This design comes from an exercise in tuning for small area on the open sky130 flow, not from production work.
Only simulation tests tie the RTL to the original design; equivalence was not proved.

Setup of build 49:
## pp_core
module pp_core (
    input  wire         clk,
    input  wire         rst,
    input  wire         cmd_valid,
    output wire         cmd_ready,
    input  wire [3:0]   cmd_code,
    input  wire [271:0] cmd_arg,
    output reg          rsp_valid,
    output reg  [1:0]   rsp_status,
    output wire [65:0]  rsp_data,
    output reg          tx_open_req,
    input  wire         tx_open_ack,
    input  wire         tx_open_ok,
    output reg          tx_wr_valid,
    output wire [31:0]  tx_wr_data,
    input  wire         tx_done,
    input  wire         tx_fail,
    output reg          tx_close,
    output wire [1:0]   phase,
    output wire [2:0]   err,
    output wire [1:0]   dstate
);
clock: 12.0 ns
lec_check: 0
cap_margin: 20
core_margin: 2
core_utilization: 40
cts_cluster_diameter: 80
cts_cluster_size: 24
place_density: 0.6
slew_margin: 20
synth_hierarchical: 1
standard.sh (not shown) runs the stock make flow with config.mk's settings and CLKGATE_MAP_FILE= SYNTH_SCRIPT=/design/flow/synth_recipe.tcl, a recipe that flattens the netlist after the stock synthesis.
==> flow/flow/run.sh <==
#!/bin/bash
# The standard layout, with each port buffered by the smallest buffer
# (sky130_fd_sc_hd__buf_1) instead of the default clkdlybuf4s50_1.
set -euo pipefail
export BUFFER_PORTS_ARGS="-buffer_cell sky130_fd_sc_hd__buf_1"
bash standard.sh finish > flow_standard.log 2>&1
diff inputs: build 49 => trial 60
diff --git a/flow/design.v b/flow/design.v
--- a/flow/design.v
+++ b/flow/design.v
@@ -57,51 +57,80 @@
     pp_popcnt u_pop (.s(cmd_arg[255:0]), .c(count));
     wire [3:0]  code_eff = busy ? C_TICK : cmd_code;
     wire        sel_cur = code_eff[3] & code_eff[2] & code_eff[1];
     wire        sel_pp  = code_eff[0] & ~code_eff[2];
     wire [15:0] pm = sel_cur ? {10'd0, cursor} : sel_pp ? cmd_arg[271:256] : cmd_arg[15:0];
     wire [2:0]  m3oh;
     wire        id_par;
     pp_mod3 u_m3 (.p(pm), .oh(m3oh), .par8(id_par));
     wire [8:0]  mask = {{3{m3oh[2]}}, {3{m3oh[1]}}, {3{m3oh[0]}}};
     wire [31:0] body = {pm[7:0], mask, 14'd0, ~id_par};
-    wire [7:0]  slot_d = {1'b0, cat_len} + {2'b11, ~pm[5:0]};
-    wire [5:0]  slot = slot_d[5:0];
+    wire [5:0]  slot;
+    wire [6:0]  sc;
+    pp_ha a_s0 (.a(cat_len[0]), .b(~pm[0]), .s(slot[0]), .co(sc[1]));
+    genvar gi;
+    generate
+        for (gi = 1; gi < 6; gi = gi + 1) begin : g_slot
+            pp_fa a_s (.a(cat_len[gi]), .b(~pm[gi]), .c(sc[gi]), .s(slot[gi]), .co(sc[gi+1]));
+        end
+    endgenerate
+    wire        slot_neg = ~(cat_len[6] | sc[6]);
     wire [7:0]  rd;
     pp_rdmux u_rd (.d(cat), .a(slot), .q(rd));
-    wire        get_bad = slot_d[7] | (|cmd_arg[15:6]);
+    wire        get_bad = slot_neg | (|cmd_arg[15:6]);
     wire [1:0]  cnt_lo_nx = (cnt_lo == 2'd2) ? 2'd0 : cnt_lo + 2'd1;
     wire [1:0]  cnt_hi_nx = (cnt_lo != 2'd2) ? cnt_hi : (cnt_hi == 2'd2) ? 2'd0 : cnt_hi + 2'd1;
-    wire [5:0]  cursor_nx = (slot == 6'd0) ? 6'd0 : cursor + 6'd1;
+    wire [5:0]  cursor_inc;
+    wire [5:0]  cic;
+    assign cursor_inc[0] = ~cursor[0];
+    assign cic[1] = cursor[0];
+    generate
+        for (gi = 1; gi < 5; gi = gi + 1) begin : g_cinc
+            pp_ha a_c (.a(cursor[gi]), .b(cic[gi]), .s(cursor_inc[gi]), .co(cic[gi+1]));
+        end
+    endgenerate
+    assign cursor_inc[5] = cursor[5] ^ cic[5];
+    wire [5:0]  cursor_nx = (slot == 6'd0) ? 6'd0 : cursor_inc;
+    wire [6:0]  len_inc;
+    wire [6:0]  lic;
+    assign len_inc[0] = ~cat_len[0];
+    assign lic[1] = cat_len[0];
+    generate
+        for (gi = 1; gi < 6; gi = gi + 1) begin : g_linc
+            pp_ha a_l (.a(cat_len[gi]), .b(lic[gi]), .s(len_inc[gi]), .co(lic[gi+1]));
+        end
+    endgenerate
+    assign len_inc[6] = cat_len[6] ^ lic[6];
     reg [31:0] rw_nx;
     always @* begin
         case (code_eff)
             C_PARH:    rw_nx = {30'd0, p_hi, p_lo};
             C_PAR32:   rw_nx = {31'd0, p_w};
             C_ENCW:    rw_nx = {w[31:1], w[0] ^ p_w};
             C_TOBYTES: rw_nx = w;
             C_COUNT:   rw_nx = {23'd0, count};
             C_CMASK:   rw_nx = {23'd0, mask};
             C_PACKH:   rw_nx = {4'hF, cmd_arg[7:0], 20'h42000};
             C_PACKB:   rw_nx = {cmd_arg[7:0], cmd_arg[16:8], 15'd0};
             C_LOAD:    rw_nx = {25'd0, cat_len[6] ? 7'd1 : cat_len};
             C_START:   rw_nx = {29'd0, E_CONFIG};
             C_LEN:     rw_nx = {25'd0, cat_len};
             C_GET:     rw_nx = get_bad ? {29'd0, E_INDEX} : body;
             default:   rw_nx = body;              
         endcase
     end
     wire [31:0] hdr = {4'hF, rc, 20'h42000} | {31'd0, ^rc};
+    wire [31:0] tbody = rw & 32'hFFFF8001;
     assign rsp_data = ({66{f_low}}  & {34'd0, rw})
                     | ({66{f_ent}}  & {2'd0, hdr, 32'd0})
-                    | ({66{f_tick}} & {hdr, rw, cnt_hi});
-    assign tx_wr_data = wr_body ? rw : hdr;
+                    | ({66{f_tick}} & {hdr, tbody, cnt_hi});
+    assign tx_wr_data = wr_body ? tbody : hdr;
     always @(posedge clk) begin
         rw <= open_wait ? {29'd0, E_OPEN} : rw_nx;
         rc <= code_eff[2] ? rd : count[7:0];
     end
     always @(posedge clk) begin
         f_low  <= 1'b0;
         f_ent  <= 1'b0;
         f_tick <= 1'b0;
         if (open_wait) begin
             f_low <= !tx_open_ok;
@@ -182,21 +211,21 @@
                 rsp_status <= ST_OK;
                 case (cmd_code)
                     C_LOAD: begin
                         if (phase_r != PH_BUILD) begin
                             rsp_status <= ST_REFUSED;
                         end else if (cat_len[6]) begin
                             if (err_r == E_NONE) err_r <= E_CONFIG;
                             phase_r    <= PH_HALT;
                             rsp_status <= ST_ERROR;
                         end else begin
-                            cat_len <= cat_len + 7'd1;
+                            cat_len <= len_inc;
                         end
                     end
                     C_START: begin
                         if (phase_r != PH_BUILD) begin
                             rsp_status <= ST_REFUSED;
                         end else if (cat_len == 7'd0) begin
                             if (err_r == E_NONE) err_r <= E_CONFIG;
                             phase_r    <= PH_HALT;
                             rsp_status <= ST_ERROR;
                         end else begin
Notes after the runs:
Relative to build 49, trial 60 improves post-detailed-routing wire length. Comparing build 49 against trial 60, there is no change at all in number of flip-flops and latches. Compared with build 49, trial 60 shows a lower measured slew at the worst slew-check pin. On post-detailed-placement half-perimeter wirelength, the higher figure sits with build 49, not trial 60. Trial 60 vs build 49: routed metal-1 wirelength down. On trial 60: non-filler instance count after layout is 2.4% lower than what build 49 gave.

separate check: timing with driven ports:
How much do the figures lean on ideal ports? The routed layouts below were timed once more, with nothing changed but the port constraints. Step 1 sets driving cells, clkbuf_16 on the clock port and buf_2 on the other inputs (assumed; they add their load-dependent delay and slew). Step 2 times the ports against the registers' clock, not the clock port: input delays grow and output delays shrink by t, the midpoint of the rising clock arrivals with the driver on. Slacks: ideal / step 1 / step 2; pairs: ideal / step 1.
run	t, ns	setup slack, ns	worst setup path after step 2	latest minus earliest clock arrival (ns)	slew at the worst register clock pin (ns)
build 49	0.682	3.278 / 3.300 / 2.617	input to register	0.025 / 0.025	0.10 / 0.10
trial 60	0.673	3.110 / 3.149 / 2.476	input to register	0.048 / 0.048	0.10 / 0.10
After both steps setup and hold are still met in every run listed. The setup slack of build 49, which loses most, moves by +0.022 ns with the drivers and by -0.661 ns with both steps.
